What follows belongs to an exercise in optimizing a design on an open flow for small area, a short achievable clock period and few clock cycles; a production flow would make more cautious choices.
Function was checked by simulation only, so behaviour that the tests miss may differ from the original.
Power is estimated from default activity; no workload was simulated.

// bod_framer
module bod_framer #(
    parameter FB_CAP    = 64,       
    parameter MAX_FRAME = 80,       
    parameter [7:0] DATA_TERM = 8'h03
) (
    input  wire       clk,
    input  wire       rst,
    input  wire       cp_req_valid,
    output wire       cp_req_ready,
    input  wire [7:0] cp_req_data,
    output wire       cp_rsp_valid,
    input  wire       cp_rsp_ready,
    output wire [7:0] cp_rsp_data
);
    localparam AW = $clog2(FB_CAP);
    localparam DB = MAX_FRAME - 1;       
    localparam [7:0] OP_ENC = 8'h20, OP_DEC = 8'h21, OP_FBPUSH = 8'h30,
                     OP_VALIDATE = 8'h31, OP_FBCLEAR = 8'h32, OP_BVAL = 8'h40,
                     OP_BDATA = 8'h41, OP_STAT = 8'h60;
    localparam [7:0] ST_OK = 8'h00, ST_NEED = 8'h01, ST_CSUM = 8'h02,
                     ST_FULL = 8'h05, ST_TOO_LONG = 8'h06, ST_BAD_DIGIT = 8'h07,
                     ST_NONCANON = 8'h08, ST_ILLEGAL = 8'h0F;
    localparam [7:0] STX = 8'h02, ETX = 8'h03;
    localparam [2:0] S_OPC = 3'd0, S_OPND = 3'd1, S_LEN = 3'd2, S_DATA = 3'd3,
                     S_WAITV = 3'd4, S_RESP = 3'd5;
    localparam [2:0] C_ENC = 3'd0, C_DEC = 3'd1, C_PUSH = 3'd2, C_VAL = 3'd3,
                     C_BVAL = 3'd4, C_BDATA = 3'd5, C_STAT = 3'd6, C_ONE = 3'd7;
    reg [2:0]  state;
    reg [2:0]  cls;
    reg        ready_r, valid_r;
    reg [7:0]  out_q;            
    reg [7:0]  cnt;              
    reg [6:0]  ptr;              
    reg [3:0]  idx;              
    reg        err;              
    reg [7:0]  r1, r2, r3;       
    reg [7:0]    fbuf [0:FB_CAP-1];
    reg [AW-1:0] fb_head;
    reg [AW:0]   fb_len;
    reg [15:0]   cerr;
    reg [7:0] dbuf [0:DB-1];
    reg          sc_found;       
    reg          sc_stx;         
  ...
==> flow/config.mk <==
export PLATFORM = sky130hd
export DESIGN_NAME = bod_framer
export DESIGN_NICKNAME = bod_framer
export VERILOG_FILES = /design/flow/design.v
export SDC_FILE = /design/flow/constraint.sdc
export NUM_CORES = 4
export LEC_CHECK = 0
export CAP_MARGIN = 20
export CORE_MARGIN = 2
export CORE_UTILIZATION = 50
export CTS_BUF_LIST = sky130_fd_sc_hd__clkbuf_8
export CTS_CLUSTER_DIAMETER = 60
export CTS_CLUSTER_SIZE = 14
export SETUP_SLACK_MARGIN = 5
export SLEW_MARGIN = 20
export SYNTH_HIERARCHICAL = 1
export SYNTH_MINIMUM_KEEP_SIZE = 0
==> flow/constraint.sdc <==
create_clock -name core_clock -period 10.0 [get_ports {clk}]
set_input_delay 2.0000 -clock core_clock [delete_from_list [all_inputs] [get_ports {clk}]]
set_output_delay 2.0000 -clock core_clock [all_outputs]
set_load 0.01 [all_outputs]
standard.sh (not shown) runs the stock make flow with config.mk's settings and CLKGATE_MAP_FILE= SYNTH_SCRIPT=/design/flow/synth_recipe.tcl, a recipe that flattens the netlist after the stock synthesis.
==> flow/flow/run.sh <==
#!/bin/bash
set -euo pipefail
bash standard.sh SETUP_SLACK_MARGIN=6.0 finish > flow_make.log 2>&1
Testbench counts at the start, summed over its fixed seeds: cycles 178,481.
==> next run, changes <==
--- a/flow/design.v
+++ b/flow/design.v
@@ -80,28 +80,28 @@
     wire [8*FB_CAP-1:0] fb_flat;
     genvar gi;
     generate for (gi = 0; gi < FB_CAP; gi = gi + 1) begin : g_fb
         assign fb_flat[8*gi +: 8] = fbuf[gi];
     end endgenerate
     wire [7:0] rd_b;
     wire [8*DB-1:0] db_flat;
     generate for (gi = 0; gi < DB; gi = gi + 1) begin : g_db
         assign db_flat[8*gi +: 8] = dbuf[gi];
     end endgenerate
     wire [7:0] rd_d;
-    integer si;
     reg [DB-1:0] dsel;                   
     always @(*)
         for (si = 0; si < DB; si = si + 1) dsel[si] = (ptr == si);
     bod_framer_rdport #(.N(DB)) u_db_rd (.mem(db_flat), .sel(dsel), .q(rd_d));
     reg [FB_CAP-1:0] fsel;               
+    integer si;
     always @(*)
         for (si = 0; si < FB_CAP; si = si + 1) fsel[si] = (rd_addr == si);
     bod_framer_rdport #(.N(FB_CAP)) u_fb_rd (.mem(fb_flat), .sel(fsel), .q(rd_b));
     wire sc_idle = sc_found || (sc_off == fb_len);
     wire val_go = sc_idle && ((state == S_OPC && req_fire && din == OP_VALIDATE) ||
                               state == S_WAITV);
     wire sc_step = !sc_found && (sc_off != fb_len) && !rd_rsp;
     wire [7:0] sc_kc = sc_apend ? 8'h80 : ((sc_x ^ sc_prev) | 8'h80);
     wire sc_ok = (sc_kc == sc_prev);
     wire [AW-1:0] fb_tail = fb_head + fb_len[AW-1:0];
     wire fb_full = fb_len[AW];
Result:
- count of clock-buffer cells in the layout does not change
- maximum frequency is unchanged
- design area is unchanged
- setup slack does not change
- global-route usage is unchanged
- power is unchanged
- via count does not change
- hold slack is unchanged
- wire length stays the same
- die area does not change
- sequential share of layout area is unchanged
- critical path depth is unchanged
- sequential power stays flat
- clock skew does not change
Testbench counts after the change, summed over its fixed seeds: cycles 178,481.

---

bod_framer again, from the RTL that the note above started with.
==> flow/config.mk <==
export PLATFORM = sky130hd
export DESIGN_NAME = bod_framer
export DESIGN_NICKNAME = bod_framer
export VERILOG_FILES = /design/flow/design.v
export SDC_FILE = /design/flow/constraint.sdc
export NUM_CORES = 4
export LEC_CHECK = 0
export CAP_MARGIN = 20
export CORE_MARGIN = 2
export CORE_UTILIZATION = 50
export CTS_BUF_LIST = sky130_fd_sc_hd__clkbuf_8
export CTS_CLUSTER_DIAMETER = 60
export CTS_CLUSTER_SIZE = 14
export SETUP_SLACK_MARGIN = 5
export SLEW_MARGIN = 20
export SYNTH_HIERARCHICAL = 1
export SYNTH_MINIMUM_KEEP_SIZE = 0
==> flow/constraint.sdc <==
create_clock -name core_clock -period 10.0 [get_ports {clk}]
set_input_delay 2.0000 -clock core_clock [delete_from_list [all_inputs] [get_ports {clk}]]
set_output_delay 2.0000 -clock core_clock [all_outputs]
set_load 0.01 [all_outputs]
==> flow/flow/run.sh <==
#!/bin/bash
set -euo pipefail
bash standard.sh SETUP_SLACK_MARGIN=5.75 finish > flow_make.log 2>&1
Testbench counts at the start, summed over its fixed seeds: cycles 178,481.
Change:
--- a/flow/design.v
+++ b/flow/design.v
@@ -81,26 +81,26 @@
     genvar gi;
     generate for (gi = 0; gi < FB_CAP; gi = gi + 1) begin : g_fb
         assign fb_flat[8*gi +: 8] = fbuf[gi];
     end endgenerate
     wire [7:0] rd_b;
     wire [8*DB-1:0] db_flat;
     generate for (gi = 0; gi < DB; gi = gi + 1) begin : g_db
         assign db_flat[8*gi +: 8] = dbuf[gi];
     end endgenerate
     wire [7:0] rd_d;
-    integer si;
     reg [DB-1:0] dsel;                   
     always @(*)
         for (si = 0; si < DB; si = si + 1) dsel[si] = (ptr == si);
     bod_framer_rdport #(.N(DB)) u_db_rd (.mem(db_flat), .sel(dsel), .q(rd_d));
     reg [FB_CAP-1:0] fsel;               
+    integer si;
     always @(*)
         for (si = 0; si < FB_CAP; si = si + 1) fsel[si] = (rd_addr == si);
     bod_framer_rdport #(.N(FB_CAP)) u_fb_rd (.mem(fb_flat), .sel(fsel), .q(rd_b));
     wire sc_idle = sc_found || (sc_off == fb_len);
     wire val_go = sc_idle && ((state == S_OPC && req_fire && din == OP_VALIDATE) ||
                               state == S_WAITV);
     wire sc_step = !sc_found && (sc_off != fb_len) && !rd_rsp;
     wire [7:0] sc_kc = sc_apend ? 8'h80 : ((sc_x ^ sc_prev) | 8'h80);
     wire sc_ok = (sc_kc == sc_prev);
     wire [AW-1:0] fb_tail = fb_head + fb_len[AW-1:0];
Power does not change.
Non-clock buffer count stays the same.
Synthesized cell count is unchanged.
Synthesized area is unchanged.
Hold slack is unchanged.
Cell count stays the same.
Routed wire length does not change.
First-iteration DRC count is unchanged.
Testbench counts after the change, summed over its fixed seeds: cycles 178,481.

## re-timing with driven ports
The results above use ideal ports. As a check the final layouts listed here were re-extracted and re-timed, cells and wires unchanged. Step 1 (the two cells are an assumption about what drives the block):
set clk [get_ports {clk}]
set_driving_cell -lib_cell sky130_fd_sc_hd__clkbuf_16 $clk
set_driving_cell -lib_cell sky130_fd_sc_hd__buf_2 [delete_from_list [all_inputs] $clk]
Step 2 also shifts input and output timing later by t, the mid clock arrival at the registers, as if the neighbouring blocks saw the same clock. Slacks: no drivers / after step 1 / after step 2; pairs: no drivers / after step 1.
run | t, ns | setup WS [ns] | hold WS [ns] | worst register clock-pin slew, ns | worst slew at a driven data input, ns
the first run of note 1 | 0.869 | 5.547 / 5.493 / 5.177 | 0.475 / 0.475 / 0.475 | 0.10 / 0.10 | 0.07
the second run of note 1 | 0.869 | 5.547 / 5.493 / 5.177 | 0.475 / 0.475 / 0.475 | 0.10 / 0.10 | 0.07
the first run of note 2 | 0.872 | 5.572 / 5.524 / 4.985 | 0.483 / 0.483 / 0.483 | 0.10 / 0.10 | 0.07
the second run of note 2 | 0.872 | 5.572 / 5.524 / 4.985 | 0.483 / 0.483 / 0.483 | 0.10 / 0.10 | 0.07
After both steps every run listed still meets setup and hold.
